What follows belongs to an exercise in optimizing a design on an open flow for small area, a short achievable clock period and few clock cycles per item; a production flow would make more cautious choices. The RTL was checked by simulation tests, not by an equivalence proof against the original design. No activity file was given, so power comes from the tool's default toggle rates.

**flow/run.sh**
```bash
#!/bin/bash
# synth_recipe.tcl (not shown) runs the flow's synth.tcl, then flattens the netlist and writes it again
# the make line also repeats each setting of config.mk as NAME=value (left out here)
make -C /OpenROAD-flow-scripts/flow DESIGN_CONFIG=/design/flow/config.mk WORK_HOME=/design/flow/orfs CLKGATE_MAP_FILE= SYNTH_SCRIPT=/design/flow/synth_recipe.tcl finish
```
**flow/config.mk**
```make
export PLATFORM = sky130hd
export DESIGN_NAME = harp_rxf
export DESIGN_NICKNAME = harp_rxf
export VERILOG_FILES = /design/flow/design.v
export SDC_FILE = /design/flow/constraint.sdc
export NUM_CORES = 4
export LEC_CHECK = 0
export CAP_MARGIN = 20
export CORE_MARGIN = 2
export CORE_UTILIZATION = 40
export SLEW_MARGIN = 20
```
**flow/constraint.sdc**
```tcl
create_clock -name core_clock -period 12.0 [get_ports {clk}]
set_input_delay 2.4000 -clock core_clock [delete_from_list [all_inputs] [get_ports {clk}]]
set_output_delay 2.4000 -clock core_clock [all_outputs]
set_load 0.01 [all_outputs]
```
**flow/design.v**
```verilog
module harp_rxf (
    input  wire       clk,
    input  wire       rst,         
    input  wire       in_valid,
    input  wire [7:0] in_data,
    output wire       in_ready,
    input  wire       flush,       
    output wire       out_valid,
    input  wire       out_ready,
    output wire [7:0] out_data,
    output wire       out_last,
    output wire [2:0] out_kind      
);
    localparam [2:0] K_BADLEN   = 3'd1,
                     K_CHECKSUM = 3'd2,
                     K_BADTYPE  = 3'd3,
                     K_BADPTYPE = 3'd4,
                     K_LENMIS   = 3'd5;
    localparam [2:0] D_L   = 3'd0,    
                     D_LD  = 3'd1,    
                     D_C   = 3'd2,    
                     D_CD  = 3'd3,    
                     D_P   = 3'd4,    
                     D_PD  = 3'd5,    
                     D_DEC = 3'd6;    
    reg  [7:0] mem_e [0:127];         
    reg  [7:0] mem_o [0:127];         
    reg  [8:0] tk;                    
    reg  [8:0] wp;                    
    reg  [7:0] rsum;                  
    reg        iv;                    
    reg  [7:0] ib;
    reg        in_rdy;
    reg        fl_pend;               
    wire [7:0] wsum = rsum + ib;
    always @(posedge clk) begin
        if (iv && !wp[0]) mem_e[wp[7:1]] <= wsum;
        if (iv &&  wp[0]) mem_o[wp[7:1]] <= wsum;
    end
    reg  [6:0] ra_e, ra_o;
    reg        ra_sw;
    reg  [1:0] rd_own;                
    wire [7:0] rd_e = mem_e[ra_e];
    wire [7:0] rd_o = mem_o[ra_o];
    wire [7:0] lo = ra_sw ? rd_o : rd_e;
    wire [7:0] hi = ra_sw ? rd_e : rd_o;
    reg  [2:0] st;
    reg  [8:0] h;                     
    reg  [7:0] pb;                    
    reg  [7:0] sh;                    
    reg  [7:0] se;                    
    reg  [7:0] len;
    reg  [7:0] typ;
    reg  [7:0] pty;
    reg        have_p;
    reg        cdone;                 
    reg        garb;
    wire [8:0] av = wp - h;
    reg  [1:0] rq_n;
    reg        rq0_err, rq1_err;
    reg  [2:0] rq0_kind, rq1_kind;
    reg  [7:0] rq0_len, rq1_len;
    reg  [8:0] rq0_st, rq1_st;
    reg  [7:0] rq0_pb, rq1_pb;
    wire       rq_full = rq_n[1];
    wire [7:0] base_code = pty & 8'hDF;
    wire       arr       = pty[5];
    wire [7:0] n_pay     = len - 8'd4;
    reg  [3:0] esz;
    reg        base_ok;
    reg        mult_ok;
    always @(*) begin
        base_ok = 1'b1;
        case (base_code)
            8'h01, 8'h81:        begin esz = 4'd1; mult_ok = 1'b1;                end
            8'h02, 8'h82:        begin esz = 4'd2; mult_ok = (n_pay[0]   == 1'b0); end
            8'h04, 8'h84, 8'h44: begin esz = 4'd4; mult_ok = (n_pay[1:0] == 2'b0); end
            8'h08, 8'h88:        begin esz = 4'd8; mult_ok = (n_pay[2:0] == 3'b0); end
            8'h10:               begin esz = 4'd6; mult_ok = ((n_pay % 8'd6) == 8'd0); end
            default: begin       esz = 4'd1; mult_ok = 1'b1; base_ok = 1'b0; end
        endcase
    end
    wire type_ok  = (typ == 8'h01) || (typ == 8'h02) || (typ == 8'h03) ||
                    (typ == 8'h09) || (typ == 8'h0A);
    wire shape_ok = mult_ok && (arr || (n_pay == 8'd0) || (n_pay == {4'd0, esz}));
    wire [7:0] d_len  = hi - lo;                  
    wire       d_badl = (d_len < 8'd4) || (d_len == 8'd255);
    wire       d_chk  = ((lo - pb) == (hi - lo));  
    wire [8:0] need   = {1'b0, len} + 9'd2;
    reg        f_act;
    reg  [8:0] fo;                    
    reg  [8:0] frem;                  
    reg  [7:0] pout;                  
    reg        f_inf;                 
    reg        f_in2;                 
    reg        f_inl;                 
    reg  [2:0] oq_n;
    reg  [7:0] oq_d0, oq_d1, oq_d2, oq_d3;
    reg        oq_l0, oq_l1, oq_l2, oq_l3;
    reg  [2:0] oq_k0, oq_k1, oq_k2, oq_k3;
    reg        ov;
    assign out_valid = ov;
    assign out_data  = oq_d0;
    assign out_last  = oq_l0;
    assign out_kind  = oq_k0;
    assign in_ready  = in_rdy;
    wire [2:0] oq_eff = oq_n + (f_inf ? (f_in2 ? 3'd2 : 3'd1) : 3'd0);
    wire       f_want = f_act && (oq_eff <= 3'd2);
    wire       f_urg  = f_act && (oq_eff <= 3'd1);
    reg        d_want;
    reg  [8:0] d_addr;
    reg        d_spec;                
    always @(*) begin
        d_want = 1'b0;
        d_addr = h;
        d_spec = 1'b0;
        case (st)
            D_L: begin
                d_want = (av >= 9'd2) && !rq_full;
            end
            D_LD, D_CD: begin
                d_want = (av >= 9'd3) && !rq_full;
                d_addr = h + 9'd1;
                d_spec = 1'b1;
            end
            D_C: begin
                if (av >= need) begin
                    d_want = !rq_full;
                    d_addr = h + {1'b0, len};
                end else if (av >= 9'd5 && !have_p) begin
                    d_want = 1'b1;
                    d_addr = h + 9'd3;
                end
            end
            D_P: begin
                d_want = 1'b1;
                d_addr = h + 9'd3;
            end
            default: ;
        endcase
    end
    wire g_f = f_urg || (f_want && !d_want);
    wire g_d = d_want && !f_urg;
    wire [8:0] r_addr = g_f ? fo : d_addr;
    wire [7:0] r_addr1 = r_addr[7:0] + 8'd1;
    wire settled = (st == D_L && av < 9'd2) || (st == D_C && av < need && (have_p || av < 9'd5));
    wire fl_apply = fl_pend && (wp == tk) && settled;
    wire [8:0] fp = f_act ? fo :
                    (rq_n != 2'd0 && !rq0_err) ? rq0_st :
                    (rq_n == 2'd2 && !rq1_err) ? rq1_st : h;
    wire [8:0] used = tk - fp;
    wire take  = in_rdy && in_valid && !flush;
    wire ftake = in_rdy && flush;
    wire f_start_frame = !f_act && rq_n != 2'd0 && !rq0_err;
    wire f_start_err   = !f_act && rq_n != 2'd0 && rq0_err && !f_inf && oq_n <= 3'd3;
    wire rq_pop = f_start_frame || f_start_err;
    reg        dec_push;              
    reg        dp_err;
    reg  [2:0] dp_kind;
    always @(*) begin
        dec_push = 1'b0;
        dp_err   = 1'b1;
        dp_kind  = K_BADLEN;
        case (st)
            D_LD: if (d_badl && !garb) begin dec_push = !rq_full; dp_kind = K_BADLEN; end
            D_CD: if (!d_chk && !garb) begin dec_push = !rq_full; dp_kind = K_CHECKSUM; end
            D_DEC: begin
                if (!type_ok)       dp_kind = K_BADTYPE;
                else if (!base_ok)  dp_kind = K_BADPTYPE;
                else if (!shape_ok) dp_kind = K_LENMIS;
                else                dp_err  = 1'b0;
                dec_push = (!dp_err || !garb) && !rq_full;
            end
            default: ;
        endcase
    end
    wire       pop = ov && out_ready;
    wire [7:0] fd0 = lo - pout;
    wire [7:0] fd1 = hi - lo;
    wire       fl0 = f_inl && !f_in2;
    wire       fl1 = f_inl;
    wire       push0 = (f_inf) || f_start_err;
    wire       push1 = f_inf && f_in2;
    wire [7:0] pd0 = f_inf ? fd0 : rq0_len;
    wire       pl0 = f_inf ? fl0 : 1'b1;
    wire [2:0] pk0 = f_inf ? 3'd0 : rq0_kind;
    wire [2:0] base = oq_n - {2'd0, pop};
    wire [7:0] s_d0 = pop ? oq_d1 : oq_d0;
    wire [7:0] s_d1 = pop ? oq_d2 : oq_d1;
    wire [7:0] s_d2 = pop ? oq_d3 : oq_d2;
    wire [7:0] s_d3 = oq_d3;
    wire       s_l0 = pop ? oq_l1 : oq_l0;
    wire       s_l1 = pop ? oq_l2 : oq_l1;
    wire       s_l2 = pop ? oq_l3 : oq_l2;
    wire       s_l3 = oq_l3;
    wire [2:0] s_k0 = pop ? oq_k1 : oq_k0;
    wire [2:0] s_k1 = pop ? oq_k2 : oq_k1;
    wire [2:0] s_k2 = pop ? oq_k3 : oq_k2;
    wire [2:0] s_k3 = oq_k3;
    always @(posedge clk) begin
        oq_d0 <= (push0 && base == 3'd0) ? pd0 : s_d0;
        oq_l0 <= (push0 && base == 3'd0) ? pl0 : s_l0;
        oq_k0 <= (push0 && base == 3'd0) ? pk0 : s_k0;
        oq_d1 <= (push0 && base == 3'd1) ? pd0 : (push1 && base == 3'd0) ? fd1 : s_d1;
        oq_l1 <= (push0 && base == 3'd1) ? pl0 : (push1 && base == 3'd0) ? fl1 : s_l1;
        oq_k1 <= (push0 && base == 3'd1) ? pk0 : (push1 && base == 3'd0) ? 3'd0 : s_k1;
        oq_d2 <= (push0 && base == 3'd2) ? pd0 : (push1 && base == 3'd1) ? fd1 : s_d2;
        oq_l2 <= (push0 && base == 3'd2) ? pl0 : (push1 && base == 3'd1) ? fl1 : s_l2;
        oq_k2 <= (push0 && base == 3'd2) ? pk0 : (push1 && base == 3'd1) ? 3'd0 : s_k2;
        oq_d3 <= (push0 && base == 3'd3) ? pd0 : (push1 && base == 3'd2) ? fd1 : s_d3;
        oq_l3 <= (push0 && base == 3'd3) ? pl0 : (push1 && base == 3'd2) ? fl1 : s_l3;
        oq_k3 <= (push0 && base == 3'd3) ? pk0 : (push1 && base == 3'd2) ? 3'd0 : s_k3;
        if (rq_pop) begin
            rq0_err <= rq1_err; rq0_kind <= rq1_kind; rq0_len <= rq1_len;
            rq0_st  <= rq1_st;  rq0_pb   <= rq1_pb;
        end
        if (dec_push) begin
            if (rq_n == 2'd0 || (rq_n == 2'd1 && rq_pop)) begin
                rq0_err <= dp_err; rq0_kind <= dp_kind; rq0_len <= len;
                rq0_st  <= h;      rq0_pb   <= pb;
                if (st == D_LD) rq0_len <= d_len;
            end else begin
                rq1_err <= dp_err; rq1_kind <= dp_kind; rq1_len <= len;
                rq1_st  <= h;      rq1_pb   <= pb;
                if (st == D_LD) rq1_len <= d_len;
            end
        end
        ib <= in_data;
        if (rst) begin
            tk      <= 9'd0;
            wp      <= 9'd0;
            rsum    <= 8'd0;
            iv      <= 1'b0;
            in_rdy  <= 1'b1;
            fl_pend <= 1'b0;
            rd_own  <= 2'd0;
            st      <= D_L;
            h       <= 9'd0;
            pb      <= 8'd0;
            have_p  <= 1'b0;
            cdone   <= 1'b0;
            garb    <= 1'b0;
            rq_n    <= 2'd0;
            f_act   <= 1'b0;
            f_inf   <= 1'b0;
            oq_n    <= 3'd0;
            ov      <= 1'b0;
        end else begin
            iv <= take;
            if (take) tk <= tk + 9'd1;
            if (iv) begin
                wp   <= wp + 9'd1;
                rsum <= wsum;
            end
            if (ftake) fl_pend <= 1'b1;
            else if (fl_apply) fl_pend <= 1'b0;
            in_rdy <= !fl_pend && !ftake && (take ? (used <= 9'd254) : (used <= 9'd255));
            rd_own <= g_f ? 2'd2 : g_d ? 2'd1 : 2'd0;
            ra_sw  <= r_addr[0];
            ra_o   <= r_addr[7:1];
            ra_e   <= r_addr1[7:1];
            rq_n <= rq_n + {1'b0, dec_push} - {1'b0, rq_pop};
            case (st)
                D_L: begin
                    if (fl_apply) begin
                        h    <= wp;
                        pb   <= rsum;
                        garb <= 1'b0;
                    end else if (g_d)
                        st <= D_LD;
                end
                D_LD: begin
                    if (rd_own != 2'd1) begin
                        st <= D_L;
                    end else if (d_badl) begin
                        if (!garb && rq_full) begin
                            st <= D_L;
                        end else begin
                            garb <= 1'b1;
                            h    <= h + 9'd1;
                            pb   <= lo;
                            st   <= g_d ? D_LD : D_L;
                        end
                    end else begin
                        len    <= d_len;
                        typ    <= lo - pb;
                        sh     <= lo;
                        have_p <= 1'b0;
                        cdone  <= 1'b0;
                        st     <= D_C;
                    end
                end
                D_C: begin
                    if (fl_apply) begin
                        h    <= wp;
                        pb   <= rsum;
                        garb <= 1'b0;
                        st   <= D_L;
                    end else if (g_d)
                        st <= (av >= need) ? D_CD : D_PD;
                end
                D_CD: begin
                    se <= hi;
                    if (!d_chk) begin
                        if (!garb && rq_full) begin
                            st <= D_C;
                        end else begin
                            garb <= 1'b1;
                            h    <= h + 9'd1;
                            pb   <= sh;
                            st   <= g_d ? D_LD : D_L;
                        end
                    end else begin
                        cdone <= 1'b1;
                        st    <= have_p ? D_DEC : D_P;
                    end
                end
                D_P: begin
                    if (g_d) st <= D_PD;
                end
                D_PD: begin
                    pty    <= hi - lo;
                    have_p <= 1'b1;
                    st     <= cdone ? D_DEC : D_C;
                end
                D_DEC: begin
                    if (dec_push || (dp_err && garb)) begin
                        garb <= dp_err;
                        h    <= h + need;
                        pb   <= se;
                        st   <= D_L;
                    end
                end
                default: st <= D_L;
            endcase
            f_inf <= g_f;
            if (g_f) begin
                f_in2 <= (frem >= 9'd2);
                f_inl <= (frem <= 9'd2);
                fo    <= fo + ((frem >= 9'd2) ? 9'd2 : 9'd1);
                frem  <= frem - ((frem >= 9'd2) ? 9'd2 : 9'd1);
                if (frem <= 9'd2) f_act <= 1'b0;
            end
            if (f_inf) pout <= f_in2 ? hi : lo;
            if (f_start_frame) begin
                f_act <= 1'b1;
                fo    <= rq0_st;
                frem  <= {1'b0, rq0_len} + 9'd2;
                pout  <= rq0_pb;
            end
            oq_n <= base + {2'd0, push0} + {2'd0, push1};
            ov   <= (base + {2'd0, push0} + {2'd0, push1}) != 3'd0;
        end
    end
endmodule
```
==> run summary <==
- The tree is rooted in a clkbuf_16.
- Sorting the synthesized cells by area gives the leading types as edfxtp_1 69%, mux4_2 16%, dfxtp_1 2.3%.
- TritonCTS built the clock tree.
- The number of different library cells used by synthesis comes to 94.
- The run finished with no timing, DRC or antenna violations.
- The netlist area before placement is 96300 µm².
- The share of async-settable or async-resettable flops after synthesis is 0.
- The worst-margin pin slew is 1.11 ns.
- In the layout the commonest cells are 2208 x edfxtp_1, 664 x mux4_2, 417 x nor2_1.
- During I/O placement, the number of pins put on the boundary was 27.
- The area share of fa/ha/maj cells after synthesis is 0.0143.
- The maximum net fanout on the critical path is 40.
- The area of the core is 240000 µm².
- The latest clock arrival within the worst-skew pair is 0.89 ns.
- The analysis attributes to cell leakage a power of 34.0 nW.
- The number of cells on the worst reg-to-reg path is 24.
- The cell area after placement is 100000 µm².
- The multiplexer share of the synthesized area is 0.168.
- In the final layout, the share of cells above drive strength 1 is 0.222.
- The worst setup path is launched from a register.
- Adding up every negative setup slack in the final design gives 0 ns.
- The shortest period the worst path allows is 8.87 ns.
- For this design, the CTS-stage hold fixing added 0 buffers.
- The first-iteration detailed-routing DRC count is 5121.
- The share of the synthesized area in compound gates (AO/OA/AOI/OAI) came to 0.0374.
- The commonest non-fill, non-tap cell in the layout is edfxtp_1.
- The clock net in this run drives a total of 2320 sinks.
- The mean area per synthesized cell is 18.7 µm².
- The final number of max-transition violations is 0.
- By area, the combinational part of the netlist is dominated by multiplexers.
- The number of antenna violations at the first check in global routing is 5.
- The total nets after synthesis is 5277.
- The total detailed-routing wirelength is 235000 µm.
- The area share of xor/xnor cells in the synthesized design is 0.0100.
- The critical path data required time is 12.76 ns.
- The most used flip-flop cell after synthesis is edfxtp_1.
- Across the run, the number of max-cap violations was 0.
- The cell depth of the worst hold path is 2.
- The share of the Yosys chip area taken by registers is 0.712.
- The number of setup buffers added after CTS is 0.
- The cell count after synthesis is 5161.
- The total number of nets in the final design is 5342.
- The largest net degree at the start of global routing is 256.
- VDD sags by at most 0.415 mV.
- The first-pass GRT wire length is 345000 µm.
- The overall routing resource usage is 0.191.
- After global routing the overflow that remains totals 0.
- Once layout is done, the placed cells without fillers occupy 108000 µm².
- In this run, CTS created clock tree buffers numbering 226.
- The number of flops mapped to enable cells by yosys is 2208.
- The width of the die is 495 µm.
- For this run, the number of Yosys warnings is 1.
- The vertical die dimension is 495 µm.
- Of the total synthesized cell area, the portion taken by AND, OR, NAND and NOR gates is 0.0416.
- For this run, the top clock speed supported by timing is 113 MHz.
- The first detailed-routing pass took 9 iterations.
- The path category of the worst min-delay check is register to register.
- The die covers 245000 µm².
- The layout has 20.2k filler cells.
- The wire length per cell is 27.3 µm.
- Routability-driven placement finished with a final weighted congestion of 0.927.
- In the routed layout, each cell is associated on average with a via count of 5.72.
- The level count of the clock H-tree is 4.
- The capturing element type of the critical path is a register.
- For this design the ratio of total power to cell area is 252 nW/µm².
- Headroom to the max-slew limit came out at 0.256.
- The total design power is 27.3 mW.
- Buffers placed on the I/O ports in this run total 26.
- In this run the deepest clock path goes through 3 buffers.
- Setup repair after global routing left no endpoint under its margin.
- The quantity of gates resized following cts is 0.
- The number of global-route vias before repair is 49.4k.
- The synthesized design spends more area on one cell type than any other, namely edfxtp_1.
- The layout-stage area growth over the synthesis result is 12.5%.
- The wire-length estimate of the detail-placed layout is 144000 µm.
- After detailed routing, the number of remaining DRC violations is 0.
- The initial utilization of the core area, before any placement, comes to 0.401.
- The arrival time of the worst setup path is 9.64 ns.
- The category of the critical setup timing path is register to register.
- The total vias in the final route is 49.2k.
- The hold slack is 0.458 ns.
- The number of rows in the core area is 180.
- Counting flops and latches in the post-synthesis netlist gives 2320.
- The total count of hold-check failures in the final report is 0.
- The number of antenna-violating nets in the routed design is 0.
- Of the available clock period, the critical path in the final layout requires 0.739.
- The worst clock skew is 0.0546 ns.
- The setup-violating endpoint count in the final report is 0.
- The register clock-pin slew on the reported worst setup and hold paths is 0.06 ns.
- The fraction of post-synthesis cell area in the top cell type by area is 0.689.
## final cells by class
| cell class | count | area [µm²] | share of cell area |
|---|---|---|---|
| sequential | 2320 | 68600 | 0.633 |
| multi-input combinational | 2450 | 26300 | 0.243 |
| clock buffer | 259 | 5910 | 0.0545 |
| tap | 3185 | 3990 | 0.0368 |
| clock inverter | 164 | 1970 | 0.0182 |
| timing repair buffer | 121 | 1160 | 0.0107 |
| inverter | 107 | 409 | 0.00378 |
| antenna | 2 | 5.00 | 0.0000462 |
## logic make-up (layout without fill, tap and decap cells)
family          Yosys count  after routing
compound gates          535            535
other cells               0              2
simple gates            922            922
xor+xnor                107            107
buf+inv                 391            651
flops                  2320           2320
mux                     783            783
fa+ha+maj               103            103
## report_power, final
part	leakage, nW	internal [mW]	total (mW)	switching (mW)
Combinational	9.36	4.04	9.63	5.60
Clock	3.85	4.43	7.52	3.09
Sequential	20.8	9.69	10.1	0.436
## registers in the layout, summed over array words and instances (netlist names), 9 cells and up, named ones only
register / flops
rq0_st: 9
mem_e: 1024
fo: 9
wp: 9
frem: 9
tk: 9
rq1_st: 9
h: 9
mem_o: 1024
## path summary, 6_finish.rpt
kind                            startpoint    endpoint  slack [ns]
worst min register to register     ra_e[2]    register        0.46
worst max register to register    register  rq0_len[4]        3.13
worst min-delay path               ra_e[2]    register        0.46
worst max-delay path              register  rq0_len[4]        3.13
## synthesized netlist by cell type, drive strengths merged (69+ instances only)
library cell	number
nand2	267
nor2	425
mux2i	69
ha	91
o21ai	149
mux4	664
inv	103
xnor2	78
buf	95
edfxtp	2208
a21oi	107
dfxtp	112
clkbuf	189
## stage by stage
step / worst slack, ns / utilization / cells
2_1_floorplan: 1.70 / - / 5161
6_report: 3.13 / 0.451 / 8608
3_5_place_dp: 3.19 / 0.418 / 8177
5_1_grt: 2.60 / 0.451 / 8607
4_1_cts: 3.13 / 0.451 / 8600
3_3_place_gp: 3.22 / 0.418 / 8177
## per-layer routing
metal | global-route usage | routed length (µm)
met5 | 0 | 0
met1 | 0.270 | 101000
met2 | 0.310 | 114000
met4 | 0.0505 | 5620
met3 | 0.0303 | 14800
## critical path: stages, from the launching register on
cell and delay [ns]:
dfxtp_4 0.91, buf_4 0.72, mux4_2 0.60, mux4_2 0.49
mux4_2 0.55, mux2_2 0.38, o21ai_0 0.47, inv_1 0.17
ha_1 0.26, inv_1 0.08, fa_1 0.20, a21o_1 0.12
a21oi_1 0.09, o21bai_1 0.18, nor3b_1 0.08, a211oi_1 0.78
inv_1 0.30, xnor2_1 0.24, nand3_1 0.17, o21ai_2 0.28
o21ai_1 0.12, and3_1 0.25, o21ai_4 0.51, buf_4 0.40
mux2_1 0.37
Testbench counts, summed over its fixed seeds: cycles 64,861, bytes 56,077.

-- afterwards: timing with drivers on the ports --
Ports are ideal in the flow. The routed layout listed here was re-timed in OpenROAD.
Step 1 assumes that a clkbuf_16 drives the clock port and a buf_2 every other input.
Step 2 also shifts input and output timing later by t, the mid clock arrival at the registers, as if the neighbouring blocks saw the same clock.
Slacks: ideal / step 1 / step 2; pairs: ideal / step 1.
t, ns: 0.964
slack for setup (ns): 3.128 / 3.128 / 3.128
worst setup path at the end: register to register
slew at the worst register clock pin (ns): 0.07 / 0.07
cell pins on the clock port's net: 1
After both steps setup and hold are still met in this run. For this run, drivers alone change the setup slack by 0.000 ns; drivers and shift together by 0.000 ns.
